This design comes from an exercise in tuning for small area, a short achievable clock period and few clock cycles per item on the open sky130 flow, not from production work.
In this exercise RTL edits were held to simulation tests only and were not proved equivalent to the original.

Design htv_amdem, start of the top module:
module htv_amdem (
    input  wire        clk,
    input  wire        rst,
    input  wire        in_valid,
    output wire        in_ready,
    input  wire [31:0] in_i,
    input  wire [31:0] in_q,
    output wire        out_valid,
    input  wire        out_ready,
    output reg  [31:0] out_mag
);
For scale: about 8000 cells after synthesis, about 720 flip-flops, ~65000 µm² of cells after synthesis.
Settings: LEC_CHECK=0, ABC_AREA=1, CAP_MARGIN=20, CORE_MARGIN=2, CORE_UTILIZATION=55, SLEW_MARGIN=20; clock period 20.0 ns.
standard.sh (not shown) runs the stock make flow with config.mk's settings and CLKGATE_MAP_FILE= SYNTH_SCRIPT=/design/flow/synth_recipe.tcl, a recipe that flattens the netlist after the stock synthesis.
==> flow/flow/run.sh <==
#!/bin/bash
# Standard layout (the standard.sh: standard synthesis and ORFS flow),
# with the timing repair asked to leave a setup margin, so that it works on
# paths well inside the 20 ns clock period.  The SDC is the standard flow's, unchanged.
set -euo pipefail
bash standard.sh SETUP_SLACK_MARGIN=15 finish > standard_flow.log 2>&1
The baseline completed with no timing, DRC or antenna violations.
Testbench counts at the start, summed over its fixed seeds: cycles 3,320, samples 3,200.
Next try:
--- a/flow/flow/run.sh
+++ b/flow/flow/run.sh
@@ -4,3 +4,3 @@
 # paths well inside the 20 ns clock period.  The SDC is the standard flow's, unchanged.
 set -euo pipefail
-bash standard.sh SETUP_SLACK_MARGIN=15 finish > standard_flow.log 2>&1
+bash standard.sh SETUP_SLACK_MARGIN=14.5 finish > standard_flow.log 2>&1
--- a/flow/config.mk
+++ b/flow/config.mk
@@ -9,4 +9,4 @@
 export CAP_MARGIN = 20
 export CORE_MARGIN = 2
-export CORE_UTILIZATION = 55
+export CORE_UTILIZATION = 75
 export SLEW_MARGIN = 20
Effect: The changed run did not get past 5_1_grt (GRT-0232). Synthesized cell count stays the same. Area after synthesis is unchanged.
Next try:
--- a/flow/flow/run.sh
+++ b/flow/flow/run.sh
@@ -4,3 +4,3 @@
 # paths well inside the 20 ns clock period.  The SDC is the standard flow's, unchanged.
 set -euo pipefail
-bash standard.sh SETUP_SLACK_MARGIN=14.5 finish > standard_flow.log 2>&1
+bash standard.sh SETUP_SLACK_MARGIN=14 finish > standard_flow.log 2>&1
--- a/flow/config.mk
+++ b/flow/config.mk
@@ -9,4 +9,4 @@
 export CAP_MARGIN = 20
 export CORE_MARGIN = 2
-export CORE_UTILIZATION = 75
+export CORE_UTILIZATION = 70
 export SLEW_MARGIN = 20
The changed run passed the timing, DRC and antenna checks.
Synthesized cell count is unchanged.
Area after synthesis stays the same.
Next try:
--- a/flow/flow/run.sh
+++ b/flow/flow/run.sh
@@ -4,3 +4,3 @@
 # paths well inside the 20 ns clock period.  The SDC is the standard flow's, unchanged.
 set -euo pipefail
-bash standard.sh SETUP_SLACK_MARGIN=14 finish > standard_flow.log 2>&1
+bash standard.sh SETUP_SLACK_MARGIN=14.5 finish > standard_flow.log 2>&1
--- a/flow/config.mk
+++ b/flow/config.mk
@@ -9,4 +9,5 @@
 export CAP_MARGIN = 20
 export CORE_MARGIN = 2
-export CORE_UTILIZATION = 70
+export CORE_UTILIZATION = 65
+export CTS_BUF_LIST = sky130_fd_sc_hd__clkbuf_8
 export SLEW_MARGIN = 20
Routed wire length went up by 3.2%.
Final area came out higher by 3.8%.
Core utilization falls by 2.6 points.
Area after synthesis stays the same.
Clock-buffer cell count grows by 21.
Die area rises by 7.6%.
Worst setup slack improves by 0.40 ns.
Hold slack loses 0.048 ns.

========
Setup of try-quartz:
htv_amdem again, from the RTL that the note above started with.
==> flow/design.v (excerpt) <==
module htv_amdem (
    input  wire        clk,
    input  wire        rst,
    input  wire        in_valid,
    output wire        in_ready,
    input  wire [31:0] in_i,
    input  wire [31:0] in_q,
    output wire        out_valid,
    input  wire        out_ready,
    output reg  [31:0] out_mag
);
    localparam [25:0] CUT  = 26'h1AAAA90;
    localparam        CUTS = 1'b1;
    localparam        SQSPLIT = 1'b0;
    reg         ne, full;        
    reg         rdy, ovl;        
    reg  [31:0] skid;
    wire        adv = !full;     
    assign in_ready  = rdy;
    assign out_valid = ovl;
    reg         v0;
    reg  [30:0] xi, xq;
    always @(posedge clk) begin
        if (rst) v0 <= 1'b0;
        else if (adv) v0 <= in_valid;
        if (adv) begin
            xi <= in_i[30:0];
            xq <= in_q[30:0];
        end
    end
    wire [7:0]  ei = xi[30:23], eq = xq[30:23];
    wire        sw = (eq > ei);             
    wire [7:0]  dx = sw ? eq - ei : ei - eq;
    wire [47:0] sxi, syi, sxq, syq;
    htv_sq u_sqi (.f(xi[22:0]), .x(sxi), .y(syi));
    htv_sq u_sqq (.f(xq[22:0]), .x(sxq), .y(syq));
    wire        i_nan = (ei == 8'hFF) && (xi[22:0] != 23'd0);
    wire        q_nan = (eq == 8'hFF) && (xq[22:0] != 23'd0);
    reg         v1;
    reg  [7:0]  ei1, eq1;
    reg  [3:0]  dh1;
    reg         sw1, far1, nan1, inf1, si1, sq1;
    wire [25:0] pi1, pq1;
    always @(posedge clk) begin
        if (rst) v1 <= 1'b0;
        else if (adv) v1 <= v0;
        if (adv) begin
            ei1  <= ei;
            eq1  <= eq;
  ...
export LEC_CHECK = 0
export ABC_AREA = 1
export CAP_MARGIN = 10
export CORE_MARGIN = 2
export CORE_UTILIZATION = 65
export SLEW_MARGIN = 10
create_clock -name core_clock -period 20.0 [get_ports {clk}]
==> flow/flow/run.sh <==
#!/bin/bash
# Standard layout (the standard.sh: standard synthesis and ORFS flow),
# with the timing repair asked to leave a setup margin, so that it works on
# paths well inside the 20 ns clock period.  The SDC is the standard flow's, unchanged.
set -euo pipefail
bash standard.sh SETUP_SLACK_MARGIN=14.5 finish > standard_flow.log 2>&1
Testbench counts of try-quartz, summed over its fixed seeds: cycles 3,320, samples 3,200.
## Diff of input files: try-maple against try-quartz
- SLEW_MARGIN changed from 10 to 20
- CORE_UTILIZATION changed from 65 to 60
- CAP_MARGIN changed from 10 to 20
[summary]
- try-maple against try-quartz: post-layout worst setup margin picked up an extra 0.15 ns; final routed wirelength across all metal layers picked up an extra about 6%; worst reg-to-reg path cell count lost 16; critical path's largest stage delay picked up an extra 0.18 ns.
What try-umber does differently from try-maple at the input level:
- a change of CORE_UTILIZATION from 60 to 65
--- a/flow/flow/run.sh
+++ b/flow/flow/run.sh
@@ -5,2 +5,2 @@
 set -euo pipefail
-bash standard.sh SETUP_SLACK_MARGIN=14.5 finish > standard_flow.log 2>&1
+bash standard.sh SETUP_SLACK_MARGIN=14.75 finish > standard_flow.log 2>&1
try-umber vs. try-maple: total buffers and inverters traversed by the critical path now sits higher; synthesis-to-finish area growth now sits higher; fraction of the cycle the final worst path needs now sits higher. Summary of try-umber over try-maple: global placement routability congestion now smaller; fraction of area in registers now smaller. Relative to try-maple, setup slack has gone down in try-umber.
Relative to try-umber, the following input files were edited for try-harbor:
- a change of CORE_UTILIZATION from 65 to 68
- an added CTS_BUF_LIST of sky130_fd_sc_hd__clkbuf_8
--- a/flow/flow/run.sh
+++ b/flow/flow/run.sh
@@ -5,2 +5,2 @@
 set -euo pipefail
-bash standard.sh SETUP_SLACK_MARGIN=14.75 finish > standard_flow.log 2>&1
+bash standard.sh SETUP_SLACK_MARGIN=14.5 finish > standard_flow.log 2>&1
==> comparison <==
In terms of clock transition at the registers of the reported paths, try-harbor and try-umber differ only marginally.
NOTE die area try-umber->try-harbor decreased by a few percent
For try-harbor, the launch point of the worst path was xq[10], unlike try-umber, where it was xi[21].
Cmp try-harbor vs try-umber: minimum setup slack after placement lower in try-harbor
The higher initial antenna violation count of try-harbor and try-umber is in try-harbor.
Input changes introduced in try-delta (baseline for comparison: try-harbor):
- swapping 68 for 65 in CORE_UTILIZATION
- putting GPL_TIMING_DRIVEN at 0 where nothing was set
Results
The actual slew at the worst max-slew pin of try-delta is lower than that of try-harbor. try-delta: tightest hold margin lower than try-harbor. When try-delta is set beside try-harbor, its area of the multi-input gates turns out to be 1.1% smaller. Compared with try-harbor, in try-delta share of the final layout cell area in multi-input gates shrank by 0.68 points; number of antenna violations at the first check in global routing shrank by 1; detailed-routing wirelength on met1 grew by 4.7%. Final worst clock skew on try-delta is behind try-harbor.

-- afterwards: timing with drivers on the ports --
The results above use ideal ports. As a check the final layouts listed here were re-extracted and re-timed, cells and wires unchanged.
Step 1 sets driving cells, clkbuf_16 on the clock port and buf_2 on the other inputs (assumed; they add their load-dependent delay and slew).
Step 2 times the ports against the registers' clock, not the clock port: input delays grow and output delays shrink by t, the midpoint of the rising clock arrivals with the driver on.
a / b / c = ideal / step 1 / step 2; a / b = the first two.
run | shift t [ns] | slack for setup (ns) | pins driven straight from the clock port
the first run of note 1 | 0.769 | 14.605 / 14.605 / 14.495 | 1
the third run of note 1 | 0.738 | 14.142 / 14.142 / 14.142 | 1
the fourth run of note 1 | 0.870 | 14.545 / 14.500 / 14.538 | 1
try-quartz | 0.727 | 14.456 / 14.456 / 14.456 | 1
try-maple | 0.734 | 14.603 / 14.576 / 14.543 | 1
try-umber | 0.740 | 14.478 / 14.478 / 14.478 | 1
try-harbor | 0.890 | 14.555 / 14.489 / 14.499 | 1
try-delta | 0.889 | 14.521 / 14.480 / 14.513 | 1
After both steps setup and hold are still met in every run listed. For the first run of note 1, which loses most, drivers alone change the setup slack by 0.000 ns; drivers and shift together by -0.110 ns.
